This design comes from an exercise in tuning for small area, a short achievable clock period and few clock cycles on the open sky130 flow, not from production work.
In this exercise RTL edits were held to simulation tests only and were not proved equivalent to the original.
No activity file was given, so power comes from the tool's default toggle rates.

Design pae_a_encoder, start of the top module:
module pae_a_encoder (
    input  wire       clk,
    input  wire       rst,
    input  wire       start,
    input  wire [3:0] cfg_width,
    input  wire       cfg_swap,
    input  wire [1:0] cfg_mode,
    output wire       busy,
    output wire       done,
    input  wire       in_valid,
    input  wire [7:0] in_data,
    output wire       in_ready,
    output wire       out_valid,
    output wire [7:0] out_data,
    input  wire       out_ready
);
Size: ~870 cells after synthesis, about 96 flip-flops, about 32 I/O pins.
clock: 7.0 ns
lec_check: 0
abc_area: 1
cap_margin: 20
core_margin: 2
core_utilization: 40
cts_buf_list: sky130_fd_sc_hd__clkbuf_8
place_density: 0.6
setup_slack_margin: 4.25
slew_margin: 20
run.sh (not shown) runs the stock make flow with config.mk's settings and CLKGATE_MAP_FILE= SYNTH_SCRIPT=/design/flow/synth_recipe.tcl, a recipe that flattens the netlist after the stock synthesis.
The starting point completed with no timing, DRC or antenna violations.
Testbench counts at the start, summed over its fixed seeds: cycles 57,578.
==> next run, changes <==
CORE_UTILIZATION = 50   (was 40)
PLACE_DENSITY = 0.7   (was 0.6)
SETUP_SLACK_MARGIN = 4.1   (was 4.25)
Cell area fell by 2.4%.
Global-route usage grows by 3.3 points.
Non-clock buffer count came out lower by 14.
Worst setup slack gets worse by 0.027 ns.
Via count rose by 0.96%.
Register-to-register slack is worse by 0.03 ns.
Total power rose by 5.1%.
Critical path depth is lower by 2.
Sequential share of layout area went up by 0.78 points.
Fmax came out lower by 0.96%.
==> next run, changes <==
CORE_UTILIZATION = 40   (was 50)
PLACE_DENSITY = 0.5   (was 0.7)
What happened: The new run finished clean. Global-route usage goes down by 1.9 points. Area after synthesis does not change. Wire length is higher by 9.7%. Sequential power is about the same. Non-clock buffer count drops by 5. First-iteration DRC count decreases by about 9%. Worst setup slack gains 0.044 ns.

== run A ==
pae_a_encoder, a different RTL version from the one above (not shown whole).
For scale: ~820 cells after synthesis, roughly 32 I/O pins.
clock: 7.0 ns
lec_check: 0
abc_clock_period_in_ps: 3000
cap_margin: 20
core_margin: 2
core_utilization: 40
place_density: 0.6
setup_slack_margin: 3.0
slew_margin: 20
Testbench counts of run A, summed over its fixed seeds: cycles 57,578.
### run A -> run B
diff --git a/flow/config.mk b/flow/config.mk
--- a/flow/config.mk
+++ b/flow/config.mk
@@ -6,9 +6,8 @@
 export NUM_CORES = 4
 export LEC_CHECK = 0
-export ABC_CLOCK_PERIOD_IN_PS = 3000
 export CAP_MARGIN = 20
 export CORE_MARGIN = 2
 export CORE_UTILIZATION = 40
 export PLACE_DENSITY = 0.6
-export SETUP_SLACK_MARGIN = 3.0
+export SETUP_SLACK_MARGIN = 4.4
 export SLEW_MARGIN = 20
## What came out
- Delta(first-pass GRT wire length, run B - run A) > 0
- Diff run A -> run B: post-synthesis cell count saw little to no change; number of cells on the critical path saw a decrease; fmax saw an increase; cell total after placement saw a decrease.
## Diff of input files: run C against run B
diff --git a/flow/config.mk b/flow/config.mk
--- a/flow/config.mk
+++ b/flow/config.mk
@@ -10,4 +10,4 @@
 export CORE_UTILIZATION = 40
 export PLACE_DENSITY = 0.6
-export SETUP_SLACK_MARGIN = 4.4
+export SETUP_SLACK_MARGIN = 3.6
 export SLEW_MARGIN = 20
--- outcome ---
Run C completed end to end with timing, DRC and antenna clean.
Taking run B as the reference, in run C placed instance area down about 2.7%; average wire per standard cell lower; global routing usage summed across all routing layers lower; final total power now sits lower; cell count -53.
The core of run C is less densely filled than that of run B.
[run C vs run B] area growth from synthesis to final layout: lower in run C
Delta (run C minus run B): slack of the critical path moved up, die area closely matched the old numbers, total area of sequential cells decreased 13 um^2.
Fraction of the mapped netlist area in adder cells: run B vs run C identical

Another version of the RTL of pae_a_encoder (not shown whole).
Size: roughly 760 cells after synthesis, about 95 flip-flops.
Design pae_a_encoder, start of the top module:
module pae_a_encoder (
    input  wire       clk,
    input  wire       rst,
    input  wire       start,
    input  wire [3:0] cfg_width,
    input  wire       cfg_swap,
    input  wire [1:0] cfg_mode,
    output wire       busy,
    output wire       done,
    input  wire       in_valid,
    input  wire [7:0] in_data,
    output wire       in_ready,
    output wire       out_valid,
    output wire [7:0] out_data,
    input  wire       out_ready
);
    reg        act;             
    reg        dn;              
    reg [3:0]  wm1;             
    reg [1:0]  md;
    reg        plane;
    reg        first;           
    reg        fin;             
    reg [2:0]  ca;              
    reg [3:0]  cb, cc;
    reg        last;            
    reg [7:0]  ib, ib2;
    reg        ibv, ib2v;
    reg        rle;             
    reg [12:0] m;               
    reg [3:0]  kt;              
    reg [1:0]  ph;              
    reg [7:0]  chk;
    reg [3:0]  cln;
    reg        cv;
    reg        ctl;             
    reg        xr;              
    reg [14:0] acc;
    reg [3:0]  lvl;
    assign busy      = act;
    assign done      = dn;
    assign out_valid = lvl[3];
    assign out_data  = acc[14:7];
  ...
==> flow/config.mk <==
export PLATFORM = sky130hd
export DESIGN_NAME = pae_a_encoder
export DESIGN_NICKNAME = pae_a_encoder
export VERILOG_FILES = /design/flow/design.v
export SDC_FILE = /design/flow/constraint.sdc
export NUM_CORES = 4
export LEC_CHECK = 0
export CAP_MARGIN = 20
export CORE_MARGIN = 2
export CORE_UTILIZATION = 40
export PLACE_DENSITY = 0.6
export SETUP_SLACK_MARGIN = 3.5
export SLEW_MARGIN = 20
==> flow/constraint.sdc <==
create_clock -name core_clock -period 7.0 [get_ports {clk}]
set_input_delay 1.4000 -clock core_clock [delete_from_list [all_inputs] [get_ports {clk}]]
set_output_delay 1.4000 -clock core_clock [all_outputs]
set_load 0.01 [all_outputs]
The first run passed the timing, DRC and antenna checks.
Testbench counts at the start, summed over its fixed seeds: cycles 57,578.
Change:
Settings changed: ABC_AREA set to 1, CORE_UTILIZATION 40 to 55, PLACE_DENSITY 0.6 to 0.75, SETUP_SLACK_MARGIN 3.5 to 3.9.
Non-clock buffer count is lower by 1.
First-iteration DRC count came out higher by 21%.
Worst setup slack gains 0.35 ns.
Hold slack degrades by 0.013 ns.

The RTL this note starts from:
==> flow/design.v <==
module pae_a_encoder (
    input  wire       clk,
    input  wire       rst,
    input  wire       start,
    input  wire [3:0] cfg_width,
    input  wire       cfg_swap,
    input  wire [1:0] cfg_mode,
    output wire       busy,
    output wire       done,
    input  wire       in_valid,
    input  wire [7:0] in_data,
    output wire       in_ready,
    output wire       out_valid,
    output wire [7:0] out_data,
    input  wire       out_ready
);
    reg        act;             
    reg        dn;              
    reg [3:0]  wm1;             
    reg [1:0]  md;
    reg        plane;
    reg        first;           
    reg        fin;             
    reg [2:0]  ca;              
    reg [3:0]  cb, cc;
    reg        last;            
    reg [7:0]  ib, ib2;
    reg        ibv, ib2v;
    reg        rle;             
    reg [12:0] m;               
    reg [3:0]  kt;              
    reg [1:0]  ph;              
    reg [7:0]  chk;
    reg [3:0]  cln;
    reg        cv;
    reg        ctl;             
    reg        xr;              
    reg [14:0] acc;
    reg [3:0]  lvl;
    assign busy      = act;
    assign done      = dn;
    assign out_valid = lvl[3];
    assign out_data  = acc[14:7];
    assign in_ready  = act && !ib2v;
    wire [1:0] p0 = ib[7:6], p1 = ib[5:4], p2 = ib[3:2], p3 = ib[1:0];
    wire z0 = (p0 == 2'd0), z1 = (p1 == 2'd0), z2 = (p2 == 2'd0), z3 = (p3 == 2'd0);
    wire allz = z0 & z1 & z2 & z3;
    wire [2:0] lz = !z0 ? 3'd0 : !z1 ? 3'd1 : !z2 ? 3'd2 : !z3 ? 3'd3 : 3'd4;
    wire [10:0] mh = m[12:2];
    reg  [10:0] mhi;
    integer j;
    always @(*) begin
        mhi[0] = !mh[0];
        for (j = 1; j < 11; j = j + 1)
            mhi[j] = mh[j] ^ (&(mh | ~((11'd1 << j) - 11'd1)));
    end
    wire        c  = lz[2] || (lz[1:0] == 2'd3 && m[1:0] != 2'd0) ||
                     (lz[1:0] == 2'd2 && m[1]) || (lz[1:0] == 2'd1 && m[1:0] == 2'd3);
    wire [1:0]  lo = m[1:0] + lz[1:0];
    wire [12:0] mp = {c ? mhi : mh, lo};
    wire        xo = c && ((mh[10:1] & ~mh[9:0]) == 10'd0);
    wire [3:0] ktn = kt + {3'd0, xo};
    wire       big = (ktn > 4'd6);                            
    wire       bg  = (kt > 4'd6);
    wire [2:0] qs  = (bg ? 3'd5 : 3'd7) - kt[2:0];            
    wire [6:0] qv  = bg ? m[12:6] : m[6:0];
    wire [6:0] qa  = qv << qs;                                 
    wire [7:0] rc  = xr ? {2'b10, qa[6:1]} : {1'b0, qa};
    wire [3:0] rcl = 4'd8 - {1'b0, qs} + {3'd0, xr};
    reg [7:0] h0; reg [3:0] l0;
    reg [7:0] h1; reg [3:0] l1;
    reg [7:0] t1; reg [3:0] tl;
    always @(*) begin
        h0 = 8'd0; l0 = 4'd0;
        if (z0) begin
            if (!rle) l0 = 4'd2;
        end else begin
            h0 = {p0, 6'd0}; l0 = 4'd2;
        end
        if (z1) begin
            if (!z0) l0 = l0 + 4'd2;
        end else if (z0 && !rle) begin
            h0 = {4'b0000, p1, 2'b00}; l0 = 4'd6;              
        end else begin
            h0 = h0 | ({p1, 6'd0} >> l0); l0 = l0 + 4'd2;
        end
    end
    always @(*) begin
        h1 = 8'd0; l1 = 4'd0;
        if (z2) begin
            if (!z1) l1 = 4'd2;
        end else if (z1 && !(rle && z0)) begin
            h1 = {1'b0, z0, p2, 4'd0}; l1 = 4'd4;             
        end else begin
            h1 = {p2, 6'd0}; l1 = 4'd2;
        end
        if (z3) begin
            if (!z2) l1 = l1 + 4'd2;
        end else if (z2 && !(rle && z0 && z1)) begin
            if (z1 && z0) begin                                
                h1 = {4'b1000, p3, 2'b00}; l1 = 4'd6;          
            end else begin
                h1 = h1 | ({1'b0, z1, p3, 4'd0} >> l1); l1 = l1 + 4'd4;
            end
        end else begin
            h1 = h1 | ({p3, 6'd0} >> l1); l1 = l1 + 4'd2;
        end
        t1 = 8'd0; tl = 4'd0;
        if (z3 && !(rle && allz)) begin
            if (!z2) begin                                     
                if (last) tl = 4'd2;
            end else if (!z1) begin                            
                if (last) begin t1 = 8'b01_000000; tl = 4'd2; end
            end else if (!z0) begin                            
                if (last) begin t1 = 8'b1000_0000; tl = 4'd4; end
                else      begin t1 = 8'b1_0000000; tl = 4'd1; end
            end else begin                                     
                if (last) begin t1 = 8'b1001_0000; tl = 4'd4; end
                else      begin t1 = 8'b1_0000000; tl = 4'd1; end
            end
        end
        h1 = h1 | (t1 >> l1);
        l1 = l1 + tl;
    end
    wire [7:0] hb = h0 | (h1 >> l0);
    wire [3:0] lb = l0 + l1;
    reg lng;
    always @(*) begin
        case ({rle, last, z0, z1, z2, z3})
        6'b00_0010, 6'b00_0100, 6'b00_0101, 6'b00_1000, 6'b00_1001, 6'b00_1010,
        6'b01_0001, 6'b01_0010, 6'b01_0100, 6'b01_0101, 6'b01_1000, 6'b01_1001,
        6'b01_1010, 6'b01_1011, 6'b01_1101,
        6'b10_0010, 6'b10_0100, 6'b10_0101,
        6'b11_0001, 6'b11_0010, 6'b11_0100, 6'b11_0101:
            lng = 1'b1;
        default:
            lng = 1'b0;
        endcase
    end
    wire tail_st  = !first && ph == 2'd0 && rle && (!allz || last);
    wire zero_st  = !first && ph == 2'd0 && rle && allz && !last;
    wire short_st = !first && (ph[1] || (ph == 2'd0 && !rle));
    wire consume  = zero_st || (short_st && (ph == 2'd3 || !lng));
    reg  [7:0] ch;
    reg  [3:0] cl;
    always @(*) begin
        ch = 8'd0; cl = 4'd0;
        if (first) begin
            if (!plane)          begin ch = {!z0, 7'd0};              cl = 4'd1; end
            else if (md == 2'd0) begin ch = {1'b0, !z0, 6'd0};        cl = 4'd2; end
            else                 begin ch = {1'b1, md[1], !z0, 5'd0}; cl = 4'd3; end
        end else if (ph == 2'd1) begin
            ch = {m[5:0], 2'b00}; cl = 4'd6;
        end else if (tail_st) begin
            ch = 8'd0; cl = 4'd0;
        end else if (zero_st) begin
            ch = {xo, 7'd0}; cl = {3'd0, xo};
        end else if (ph == 2'd3) begin
            ch = h1; cl = l1;
        end else if (lng) begin
            ch = h0; cl = l0;
        end else begin
            ch = hb; cl = lb;
        end
    end
    wire        pop   = lvl[3] && out_ready;
    wire        ins   = cv && (!lvl[3] || out_ready);
    wire [14:0] acc_s = pop ? {acc[6:0], 8'd0} : acc;
    wire [3:0]  lvl_s = pop ? {1'b0, lvl[2:0]} : lvl;
    wire [7:0]  ech   = ctl ? rc : chk;
    wire [3:0]  ecl   = ctl ? rcl : cln;
    wire [14:0] acc_n = ins ? (acc_s | ({ech, 7'd0} >> lvl[2:0])) : acc_s;
    wire [3:0]  lvl_a = ins ? (lvl_s + ecl) : lvl_s;
    wire        fl    = fin && (!cv || ins);                  
    wire [3:0]  lvl_n = (fl && lvl_a != 4'd0 && !lvl_a[3]) ? 4'd8 : lvl_a;
    wire go   = act && !fin && ibv && (!cv || ins);
    wire take = go && consume;
    always @(posedge clk) begin
        if (rst) begin
            act  <= 1'b0;
            dn   <= 1'b0;
            lvl  <= 4'd0;
            ibv  <= 1'b0;
            ib2v <= 1'b0;
            cv   <= 1'b0;
        end else begin
            dn <= 1'b0;
            if (act) begin
                if (take) begin
                    if (ib2v) begin
                        ib   <= ib2;
                        ib2v <= 1'b0;
                    end else if (in_valid && in_ready) begin
                        ib   <= in_data;
                    end else begin
                        ibv  <= 1'b0;
                    end
                end else if (in_valid && in_ready) begin
                    if (ibv) begin
                        ib2  <= in_data;
                        ib2v <= 1'b1;
                    end else begin
                        ib   <= in_data;
                        ibv  <= 1'b1;
                    end
                end
                acc <= acc_n;
                lvl <= lvl_n;
                if (go) begin
                    chk <= ch;
                    cln <= cl;
                    ctl <= tail_st;
                    xr  <= xo;
                    cv  <= 1'b1;
                end else if (ins) begin
                    cv  <= 1'b0;
                end
                if (go) begin
                    if (first) begin
                        first <= 1'b0;
                        rle   <= z0;
                        m     <= 13'd1;
                        kt    <= 4'd1;
                    end else if (take) begin
                        ph <= 2'd0;
                        if (zero_st) begin
                            m  <= mp;
                            kt <= ktn;
                        end else begin
                            kt  <= (z3 && z2 && z1) ? 4'd2 : 4'd1;
                            rle <= z3;
                            m   <= (!z3) ? 13'd1 : (!z2) ? 13'd2 : (!z1) ? 13'd3 :
                                   (!z0) ? 13'd4 : 13'd5;
                        end
                        ca <= ca - 3'd1;
                        last <= (ca == 3'd1) && (cb == 4'd0) && (cc == 4'd0);
                        if (ca == 3'd0) begin
                            cb <= cb - 4'd1;
                            if (cb == 4'd0) begin
                                cb <= wm1;
                                cc <= cc - 4'd1;
                                if (cc == 4'd0) cc <= wm1;
                            end
                        end
                        if (last) begin
                            if (!plane) begin
                                plane <= 1'b1;
                                first <= 1'b1;
                            end else begin
                                fin <= 1'b1;
                            end
                        end
                    end else if (tail_st) begin
                        m  <= mp;
                        kt <= ktn;
                        ph <= big ? 2'd1 : 2'd2;
                    end else if (ph == 2'd1) begin
                        ph <= 2'd2;
                    end else begin
                        ph <= 2'd3;
                    end
                end
                if (fl && lvl_n == 4'd0) begin
                    act <= 1'b0;
                    dn  <= 1'b1;
                end
            end
            if (start && !act) begin
                act   <= 1'b1;
                wm1   <= cfg_width - 4'd1;
                md    <= cfg_mode;
                ca    <= 3'd7;
                cb    <= cfg_width - 4'd1;
                cc    <= cfg_width - 4'd1;
                last  <= 1'b0;
                plane <= 1'b0;
                first <= 1'b1;
                fin   <= 1'b0;
                ph    <= 2'd0;
                acc   <= {cfg_width, cfg_width, cfg_swap, 6'd0};
                lvl   <= 4'd9;
            end
        end
    end
endmodule
==> flow/config.mk <==
export PLATFORM = sky130hd
export DESIGN_NAME = pae_a_encoder
export DESIGN_NICKNAME = pae_a_encoder
export VERILOG_FILES = /design/flow/design.v
export SDC_FILE = /design/flow/constraint.sdc
export NUM_CORES = 4
export LEC_CHECK = 0
export CAP_MARGIN = 20
export CORE_MARGIN = 2
export CORE_UTILIZATION = 40
export PLACE_DENSITY = 0.6
export SETUP_SLACK_MARGIN = 4.0
export SLEW_MARGIN = 20
==> flow/constraint.sdc <==
create_clock -name core_clock -period 7.0 [get_ports {clk}]
set_input_delay 1.4000 -clock core_clock [delete_from_list [all_inputs] [get_ports {clk}]]
set_output_delay 1.4000 -clock core_clock [all_outputs]
set_load 0.01 [all_outputs]
The first run produced a clean layout.
Testbench counts at the start, summed over its fixed seeds: cycles 57,578.
Next try:
Settings changed: ABC_AREA from default to 1, SETUP_SLACK_MARGIN 4.0 to 3.9.
Result: Register-to-register slack gains 0.18 ns; clock power rose by about 3%; sequential power fell by about 1%; worst setup slack gains 0.11 ns; final cell count rose by 5.2%.
Next try:
Settings changed: SETUP_SLACK_MARGIN 3.9 to 4.3.
What happened: The changed run went through all stages and came out clean; synthesized area stays the same; power rises by about 0.9%; non-clock buffer count rises by 57; setup slack gains 0.18 ns; sequential cell count is unchanged; critical path depth rises by 9; utilization rises by 5.7 points; design area rises by 12%.
Next try:
Settings changed: ABC_AREA 1 to default, SETUP_SLACK_MARGIN 4.3 to 3.75.
Outcome: The new run passed the timing, DRC and antenna checks. Synthesized cell count went down by roughly a tenth. Final area went down by a few percent. Register-to-register slack loses 0.39 ns. Non-clock buffer count went down by 36. Global-route usage is about the same. Power went up by a few percent. Critical path depth went down by 4. Combinational power went down by a little under a tenth. First-iteration DRC count went up by a little under a tenth. Worst setup slack loses 0.39 ns.
Next try:
Settings changed: ABC_AREA from default to 1, SETUP_SLACK_MARGIN 3.75 to 3.5.
What happened: The changed run completed with no timing, DRC or antenna violations. Setup slack gets worse by 0.078 ns. Total power drops by roughly a tenth. Sequential share of layout area climbs by 3.5 points. Routed wire length drops by about a fifth. Final cell count climbs by a few percent. Synthesized cell count climbs by roughly a tenth. Synthesized area drops by a few percent. Utilization drops by 3.0 points. Fmax drops by a few percent.

static timing again, ports no longer ideal:
How much do the figures lean on ideal ports? The routed layouts below were timed once more, with nothing changed but the port constraints.
Step 1 sets driving cells, clkbuf_16 on the clock port and buf_2 on the other inputs (assumed; they add their load-dependent delay and slew).
Step 2, shift: input delay + t, output delay - t, t = (earliest + latest rising clock arrival at the registers) / 2. This alone moves slack from input paths to output paths.
Slacks: ideal ports / drivers / drivers and shift; pairs: ideal ports / drivers.
| run | t (ns) | setup WS [ns] | worst setup path after step 2 | latest minus earliest clock arrival (ns) |
|---|---|---|---|---|
| the first run of note 1 | 0.417 | 4.160 / 4.161 / 3.896 | input to register | 0.022 / 0.022 |
| the second run of note 1 | 0.414 | 4.133 / 4.133 / 3.783 | input to register | 0.026 / 0.026 |
| the third run of note 1 | 0.422 | 4.178 / 4.174 / 3.776 | input to register | 0.021 / 0.021 |
| run A | 0.396 | 3.171 / 3.171 / 3.029 | input to register | 0.010 / 0.010 |
| run B | 0.393 | 3.343 / 3.343 / 3.343 | register to register | 0.013 / 0.013 |
| run C | 0.397 | 3.360 / 3.360 / 3.357 | input to register | 0.010 / 0.011 |
| the first run of note 3 | 0.392 | 3.619 / 3.619 / 3.275 | input to register | 0.011 / 0.011 |
| the second run of note 3 | 0.393 | 3.966 / 3.966 / 3.602 | input to register | 0.007 / 0.007 |
| the first run of note 4 | 0.393 | 3.878 / 3.878 / 3.762 | input to register | 0.014 / 0.014 |
| the second run of note 4 | 0.392 | 3.986 / 3.942 / 3.634 | input to register | 0.007 / 0.008 |
| the third run of note 4 | 0.403 | 4.164 / 4.164 / 3.925 | input to register | 0.016 / 0.016 |
| the fourth run of note 4 | 0.391 | 3.771 / 3.771 / 3.430 | input to register | 0.012 / 0.012 |
| the fifth run of note 4 | 0.386 | 3.693 / 3.708 / 3.322 | input to register | 0.009 / 0.009 |
After both steps every run listed still meets setup and hold. The setup slack of the third run of note 1, which loses most, moves by -0.004 ns with the drivers and by -0.402 ns with both steps.
